What follows belongs to an exercise in optimizing a design on an open flow for small area, a short achievable clock period and few clock cycles per item; a production flow would make more cautious choices.
At most, simulation tests tie the RTL to the original design; equivalence was not proved.

run A:
Design smu_dac_conv, start of the top module:
module smu_dac_conv (
    input  wire        clk,
    input  wire        rst,         
    input  wire        in_valid,
    output wire        in_ready,
    input  wire [3:0]  in_role,     
    input  wire [7:0]  in_range,    
    input  wire [31:0] in_x,        
    input  wire [31:0] in_cllv,     
    input  wire [31:0] in_clhv,     
    output wire        out_valid,
    input  wire        out_ready,
    output wire [15:0] out_code,
    output wire        out_err      
);
Size: roughly 3500 cells after synthesis, ~130 I/O pins, about 27000 µm² of cells after synthesis.
Settings: LEC_CHECK=0, ABC_AREA=1, CAP_MARGIN=50, CORE_MARGIN=2, CORE_UTILIZATION=60, CTS_BUF_LIST=sky130_fd_sc_hd__clkbuf_16, CTS_CLUSTER_DIAMETER=200, CTS_CLUSTER_SIZE=20, SLEW_MARGIN=70; clock period 40.0 ns.
standard.sh (not shown) runs the stock make flow with config.mk's settings and CLKGATE_MAP_FILE= SYNTH_SCRIPT=/design/flow/synth_recipe.tcl, a recipe that flattens the netlist after the stock synthesis.
==> flow/flow/run.sh <==
#!/bin/bash
# The standard layout, with plain buffers (sky130_fd_sc_hd__buf_1) on the ports
# instead of the delay buffers buffer_ports picks by default.
set -euo pipefail
bash standard.sh "BUFFER_PORTS_ARGS=-buffer_cell sky130_fd_sc_hd__buf_1" finish > standard.log 2>&1
Run A was carried through to the last stage, and its layout satisfied the timing, DRC and antenna checks.
Testbench counts of run A, summed over its fixed seeds: cycles 4,832, items 4,800.
Here is what was changed in the inputs of run B compared with run A.
diff --git a/flow/design.v b/flow/design.v
--- a/flow/design.v
+++ b/flow/design.v
@@ -1,17 +1,14 @@
 module v2c_coeff (
     input  wire [2:0] role,
     input  wire [2:0] range,
     output reg  [2:0] q,
-    output reg  [7:0] k,
-    output reg  [7:0] tb,
-    output wire       d7
+    output reg  [3:0] p
 );
-    reg [3:0] p;
     always @(*) begin
         case (role)
             3'd0: begin q = 3'd1; p = 4'd0; end                  
             3'd1: case (range)                                   
                 3'd0:    begin q = 3'd7; p = 4'd7; end
                 3'd1:    begin q = 3'd7; p = 4'd5; end
                 3'd2:    begin q = 3'd6; p = 4'd4; end
                 3'd3:    begin q = 3'd5; p = 4'd3; end
@@ -23,20 +20,17 @@
                 3'd1:    begin q = 3'd6; p = 4'd6; end
                 3'd2:    begin q = 3'd5; p = 4'd5; end
                 3'd3:    begin q = 3'd4; p = 4'd4; end
                 3'd4:    begin q = 3'd3; p = 4'd3; end
                 default: begin q = 3'd2; p = 4'd2; end
             endcase
             default: begin q = 3'd0; p = 4'd1; end               
         endcase
-        k  = 8'd133 - {4'd0, p} - {4'd0, q, 1'b0};
-        tb = 8'd150 - {4'd0, p};
     end
-    assign d7 = (role == 3'd0) || (role == 3'd1);
 endmodule
 module v2c_cpa #(parameter W = 8) (
     input  wire [W-1:0] a,
     input  wire [W-1:0] b,
     input  wire         ci,
     output wire [W-1:0] s
 );
     localparam NG = (W + 1) / 2;
@@ -171,51 +165,61 @@
             ct    <= {ct[3:0], 1'b1};
             rdy_r <= !ct[3];
         end else if (take && !acc) begin
             ct    <= {1'b0, ct[4:1]};
             rdy_r <= 1'b1;
         end
     end
     assign in_ready = rdy_r;
+    wire [2:0] qi;
+    wire [3:0] pi;
+    v2c_coeff u_coeff (.role(in_role[2:0]), .range(in_range[2:0]), .q(qi), .p(pi));
     reg        v0;
-    reg [2:0]  role0, range0;
+    reg [2:0]  role0, q;
+    reg [3:0]  pw0;
     reg        ok0;
     reg [31:0] x0, c0;
     always @(posedge clk) begin
         v0     <= acc && !rst;
         role0  <= in_role[2:0];
-        range0 <= in_range[2:0];
+        q      <= qi;
+        pw0    <= pi;
         ok0    <= (in_role < 4'd6) && (in_range < 8'd6);
         x0     <= in_x;
         c0     <= (in_role[2:0] == CLLV) ? in_clhv : in_cllv;
     end
-    wire [2:0] q;
-    wire [7:0] k, tb;
-    wire       d7;
-    v2c_coeff u_coeff (.role(role0), .range(range0), .q(q), .k(k), .tb(tb), .d7(d7));
+    wire [7:0] k  = 8'd133 - {4'd0, pw0} - {4'd0, q, 1'b0};
+    wire [7:0] tb = 8'd150 - {4'd0, pw0};
+    wire       d7 = (role0 == 3'd0) || (role0 == 3'd1);
     wire [23:0] mx;
     wire [4:0]  ux;
     wire        satx, zerox, stkx, badx;
     v2c_unpack #(.UMAX(21)) u_upx (.f(x0), .kb(k), .tb(tb), .m(mx), .sat(satx),
                                    .zero(zerox), .u(ux), .sticky(stkx), .bad(badx));
-    wire [36:0] zx;
-    v2c_m4369 u_zx (.m(mx), .z(zx));
-    reg  [43:0] ra, rb, rc;
+    reg  [30:0] ra, rb, rc;
     always @(*) begin
         case (q[1:0])
-            2'd0:    begin ra = {1'b0, zx, 6'b0}; rb = 44'd0;              rc = 44'd0;            end
-            2'd1:    begin ra = {1'b0, zx, 6'b0}; rb = {3'b0, zx, 4'b0};   rc = 44'd0;            end
-            2'd2:    begin ra = {1'b0, zx, 6'b0}; rb = {2'b0, zx, 5'b0};   rc = {5'b0, zx, 2'b0}; end
-            default: begin ra = {zx, 7'b0};       rb = ~{5'b0, zx, 2'b0};  rc = {7'b0, zx};       end
+            2'd0:    begin ra = {1'b0, mx, 6'b0}; rb = 31'd0;              rc = 31'd0;            end
+            2'd1:    begin ra = {1'b0, mx, 6'b0}; rb = {3'b0, mx, 4'b0};   rc = 31'd0;            end
+            2'd2:    begin ra = {1'b0, mx, 6'b0}; rb = {2'b0, mx, 5'b0};   rc = {5'b0, mx, 2'b0}; end
+            default: begin ra = {mx, 7'b0};       rb = ~{5'b0, mx, 2'b0};  rc = {7'b0, mx};       end
         endcase
     end
-    wire [43:0] sw, tw, w;
-    v2c_csa #(44) u_cw (.a(ra), .b(rb), .c(rc), .s(sw), .t(tw));
-    v2c_cpa #(44) u_aw (.a(sw), .b(tw), .ci(q[1:0] == 2'd3), .s(w));
+    wire [30:0] sy, ty, y;
+    v2c_csa #(31) u_cy (.a(ra), .b(rb), .c(rc), .s(sy), .t(ty));
+    v2c_cpa #(31) u_ay (.a(sy), .b(ty), .ci(q[1:0] == 2'd3), .s(y));
+    wire [43:0] r0 = {13'b0, y};
+    wire [43:0] r1 = {9'b0, y, 4'b0};
+    wire [43:0] r2 = {5'b0, y, 8'b0};
+    wire [43:0] r3 = {1'b0, y, 12'b0};
+    wire [43:0] sw1, tw1, sw, tw, w;
+    v2c_csa #(44) u_cw1 (.a(r0), .b(r1), .c(r2), .s(sw1), .t(tw1));
+    v2c_csa #(44) u_cw2 (.a(sw1), .b(tw1), .c(r3), .s(sw), .t(tw));
+    v2c_cpa #(44) u_aw (.a(sw), .b(tw), .ci(1'b0), .s(w));
     wire [23:0] mc;
     wire [4:0]  uc;
     wire        satc, zeroc, stkc, badc;
     v2c_unpack #(.UMAX(17)) u_upc (.f(c0), .kb(8'd130), .tb(8'd149), .m(mc), .sat(satc),
                                    .zero(zeroc), .u(uc), .sticky(stkc), .bad(badc));
     wire [36:0] zc;
     v2c_m4369 u_zc (.m(mc), .z(zc));
     wire [17:0] nsc  = zeroc ? 18'd0 : (zc[36:19] >> uc);
Results
Compared with run A, run B shows a layout net count that is 4.0% lower. Changes observed in run B relative to run A: fraction of final layout cells with drive strength greater than 1 went up 0.20 points, area after synthesis moved down, filler-free cell count of the finished design shows a reduction of 171. Against run A, gate count of the mapped netlist in run B fell by a few percent. Total number of clock tree sinks for run B: 1.5% up relative to run A. Run B vs. run A: transition at the pin with the smallest max-transition slack has decreased; wire length after detailed routing -about 3.4%; hold slack saw a decrease; average vias per placed instance moved down; post-route clock period utilization climbed 1.3 points.
Testbench counts of run B, summed over its fixed seeds: cycles 4,832, items 4,800.

main:
smu_dac_conv, a different RTL version from the one above (not shown whole).
For scale: about 280 flip-flops, about 130 I/O pins.
// smu_dac_conv
module smu_dac_conv (
    input  wire        clk,
    input  wire        rst,         
    input  wire        in_valid,
    output wire        in_ready,
    input  wire [3:0]  in_role,     
    input  wire [7:0]  in_range,    
    input  wire [31:0] in_x,        
    input  wire [31:0] in_cllv,     
    input  wire [31:0] in_clhv,     
    output wire        out_valid,
    input  wire        out_ready,
    output wire [15:0] out_code,
    output wire        out_err      
);
export LEC_CHECK = 0
export ABC_AREA = 1
export CAP_MARGIN = 20
export CORE_MARGIN = 2
export CORE_UTILIZATION = 40
export CTS_BUF_LIST = sky130_fd_sc_hd__clkbuf_4 sky130_fd_sc_hd__clkbuf_8
export SLEW_MARGIN = 20
create_clock -name core_clock -period 40.0 [get_ports {clk}]
Scripts as last shown in full above: flow/flow/run.sh
main closes out successfully: all stages finished, all timing, DRC and antenna checks passed.
The inputs of the feature branch differ from those of main as listed below.
--- a/flow/design.v
+++ b/flow/design.v
@@ -294,15 +294,14 @@
     wire       bne   = bt[0];
     wire [3:0] bt_f  = (bne && !vb) ? {1'b0, bt[3:1]} : bt;     
     wire [3:0] bt_h  = vb ? {bt[2:0], 1'b1} : bt;               
     wire [1:0] brd_f  = bne ? brd + 2'd1 : brd;
     wire [1:0] bwr_f  = (vb && bne) ? bwr + 2'd1 : bwr;
     wire [1:0] bwr_h  = vb ? bwr + 2'd1 : bwr;
     wire [16:0] onext = bne ? bm[brd] : res;
-    wire       bpush = vb && (!ofree || bne);
     always @(posedge clk) begin
         if (rst) begin
             ov   <= 1'b0;
             bwr  <= 2'd0;
             brd  <= 2'd0;
             bt   <= 4'd0;
         end else begin
@@ -312,14 +311,14 @@
                 bt   <= bt_f;
                 brd  <= brd_f;
                 bwr  <= bwr_f;
             end else begin
                 bt   <= bt_h;
                 bwr  <= bwr_h;
             end
-            if (bpush) bm[bwr] <= res;
+            if (vb) bm[bwr] <= res;
         end
     end
     assign out_valid = ov;
     assign out_code  = ob[15:0];
     assign out_err   = ob[16];
 endmodule
### Flow results
- Of the feature branch and main, it is the feature branch that has the lower met2 wire length.
- main has a higher total length of routed met3 wires than the feature branch.
- Of the two values seen for highest routed metal layer, met4 was produced by the feature branch and met5 by main.
- Diff main -> the feature branch: wire length moved down; non-clock buffer count moved up; first-iteration DRC count moved up; global-route usage moved down.
- Diff main -> the feature branch: number of iterations in the first detailed-routing pass down 1; remaining max-slew budget at the tightest pin +2.0 points; synthesized area higher; critical path depth shows an increase of 71.
- Looking at type of the worst setup path, the flip-flop to flip-flop result is from the feature branch; the primary input to flip-flop one comes from main.
- Of the two values seen for cell with the biggest individual delay on the critical path, sky130_fd_sc_hd__o21ai_1 was produced by the feature branch and sky130_fd_sc_hd__nor2_1 by main.
- On routability congestion estimate from global placement, the higher figure sits with main, not the feature branch.
Testbench counts of the feature branch, summed over its fixed seeds: cycles 4,832, items 4,800.
The RTL of main was laid out without a check of its function.

smu_dac_conv, a different RTL version from the one above (not shown whole).
Size: about 280 flip-flops, ~130 I/O pins, roughly 28000 µm² of cells after synthesis.
export LEC_CHECK = 0
export ABC_AREA = 1
export CAP_MARGIN = 50
export CORE_MARGIN = 2
export CORE_UTILIZATION = 40
export CTS_BUF_LIST = sky130_fd_sc_hd__clkbuf_4 sky130_fd_sc_hd__clkbuf_8
export SLEW_MARGIN = 70
create_clock -name core_clock -period 40.0 [get_ports {clk}]
Scripts as last shown in full above: flow/flow/run.sh
Testbench counts at the start, summed over its fixed seeds: cycles 4,832, items 4,800.
Change:
--- a/flow/design.v
+++ b/flow/design.v
@@ -224,17 +224,18 @@
     wire [20:0] bc   = (role0 == CLLV) ? -21'sd4369 : 21'sd4369;
     wire [20:0] ac   = sgnc ? ~{4'b0, nsc[16:0]} : {4'b0, nsc[16:0]};
     wire [20:0] tcs;
     v2c_cpa #(21) u_anc (.a(bc), .b(ac), .ci(sgnc && !stkc), .s(tcs));
     wire [20:0] tc   = ovfc ? (sgnc ? ZNEG : ZPOS) : tcs;
     wire [20:0] zb   = role0[2] ? tc : (role0[0] ? CLHI_Z : CLLI_Z);
+    wire [20:0] wb   = x0[31] ? ~zb : zb;
     reg        va;
     reg        d7a, q2a, sgna, sata, zeroa, stka, erra, lowa, uppa;
     reg [4:0]  ua;
     reg [43:0] wa;
-    reg [20:0] zba;
+    reg [20:0] wba;
     always @(posedge clk) begin
         va    <= v0 && !rst;
         d7a   <= d7;
         q2a   <= q[2];
         erra  <= !ok0 || badx || (role0[2] && badc);
         lowa  <= (role0 == CLLI) || (role0 == CLLV);
@@ -242,13 +243,13 @@
         sgna  <= x0[31];
         sata  <= satx;
         zeroa <= zerox;
         stka  <= stkx;
         ua    <= ux;
         wa    <= w;
-        zba   <= zb;
+        wba   <= wb;
     end
     wire [52:0] p0 = {wa, 9'b0};
     wire [52:0] p1 = {2'b0, wa, 7'b0};
     wire [52:0] p2 = ~{5'b0, wa, 4'b0};
     wire [52:0] p3 = {9'b0, wa};
     wire [52:0] s5a, t5a, s5b, t5b, p625;
@@ -259,36 +260,32 @@
     wire [21:0] nsh = zeroa ? 22'd0 : (ph >> ua);
     wire        ovf = sata || (|nsh[21:19]);
     wire [18:0] nab = nsh[18:0];
     wire [20:0] axn = sgna ? ~{2'b0, nab} : {2'b0, nab};
     wire [20:0] txs = axn + {20'd0, sgna && !stka};
     wire [20:0] tx  = ovf ? (sgna ? ZNEG : ZPOS) : txs;
-    wire [20:0] wba   = sgna ? ~zba : zba;
+    wire [20:0] zbb   = sgna ? ~wba : wba;
     wire        gt    = wba[20] || (nab > wba[18:0]);
     wire        below = ovf ? sgna : (sgna ? gt : !gt);
     wire        selb  = (lowa && !below) || (uppa && below);
     reg        vb;
     reg        d7b, errb;
     reg [20:0] zsb;
     always @(posedge clk) begin
         vb   <= va && !rst;
         d7b  <= d7a;
         errb <= erra;
-        zsb  <= selb ? zba : tx;
+        zsb  <= selb ? zbb : tx;
     end
     wire [5:0]  nbh = zsb[20:15] + (d7b ? 6'd7 : 6'd3);
     wire [20:0] nsb = {nbh, zsb[14:0]};
-    wire [18:0] q7;
-    wire [17:0] q3;
-    v2c_div7 #(.W(19)) u_d7 (.n(nsb[18:0]), .quo(q7));
-    v2c_div3 #(.W(18)) u_d3 (.n(nsb[17:0]), .quo(q3));
-    wire        sat7  = nsb[19] || (|q7[18:16]);
-    wire        sat3  = (|nsb[19:18]) || (|q3[17:16]);
-    wire [15:0] quo   = d7b ? q7[15:0] : q3[15:0];
-    wire        satq  = d7b ? sat7 : sat3;
-    wire [15:0] code  = nsb[20] ? 16'd0 : (satq ? 16'hFFFF : quo);
+    wire [19:0] q7, q3;
+    v2c_div7 #(.W(20)) u_d7 (.n(nsb[19:0]), .quo(q7));
+    v2c_div3 #(.W(20)) u_d3 (.n(nsb[19:0]), .quo(q3));
+    wire [19:0] quo   = d7b ? q7 : q3;
+    wire [15:0] code  = nsb[20] ? 16'd0 : ((|quo[19:16]) ? 16'hFFFF : quo[15:0]);
     wire [16:0] res   = errb ? 17'h10000 : {1'b0, code};
     reg        ov;
     reg [16:0] ob;                      
     reg [16:0] bm [0:3];
     reg [1:0]  bwr, brd;
     reg [3:0]  bt;
=> The new run finished clean; final cell count climbs by 3.1%; final area climbs by 1.8%; setup slack gets better by 0.014 ns; routed wire length climbs by 0.47%; area after synthesis climbs by 2.2%; via count climbs by about 1.8%; first-iteration DRC count climbs by 21%; sequential share of layout area drops by 0.39 points; register-to-register slack gets worse by 0.24 ns; global-route usage drops by 0.41 points.
Testbench counts after the change, summed over its fixed seeds: cycles 4,832, items 4,800.

==> re-timing with driven ports <==
No port has a modelled driver above. Below, the same layouts with a new extraction and two added sets of constraints. Step 1, drivers: a clkbuf_16 drives clk and a buf_2 each remaining input, both assumed. Step 2, shift: input delay + t, output delay - t, t = (earliest + latest rising clock arrival at the registers) / 2. This alone moves slack from input paths to output paths. a / b / c = ideal ports / drivers / drivers and shift; a / b = the first two.
run	t, ns	setup slack, ns	cell pins on the clock port's net
run A	0.568	30.961 / 30.903 / 30.746	1
run B	0.583	30.422 / 30.422 / 30.422	1
main	0.688	30.486 / 30.527 / 29.839	1
the feature branch	0.682	30.498 / 30.498 / 30.498	1
the first run of note 3	0.705	30.833 / 30.771 / 30.567	1
the second run of note 3	0.684	30.847 / 30.785 / 30.784	1
After both steps every run listed still meets setup and hold. The setup slack of main, which loses most, moves by +0.041 ns with the drivers and by -0.647 ns with both steps.
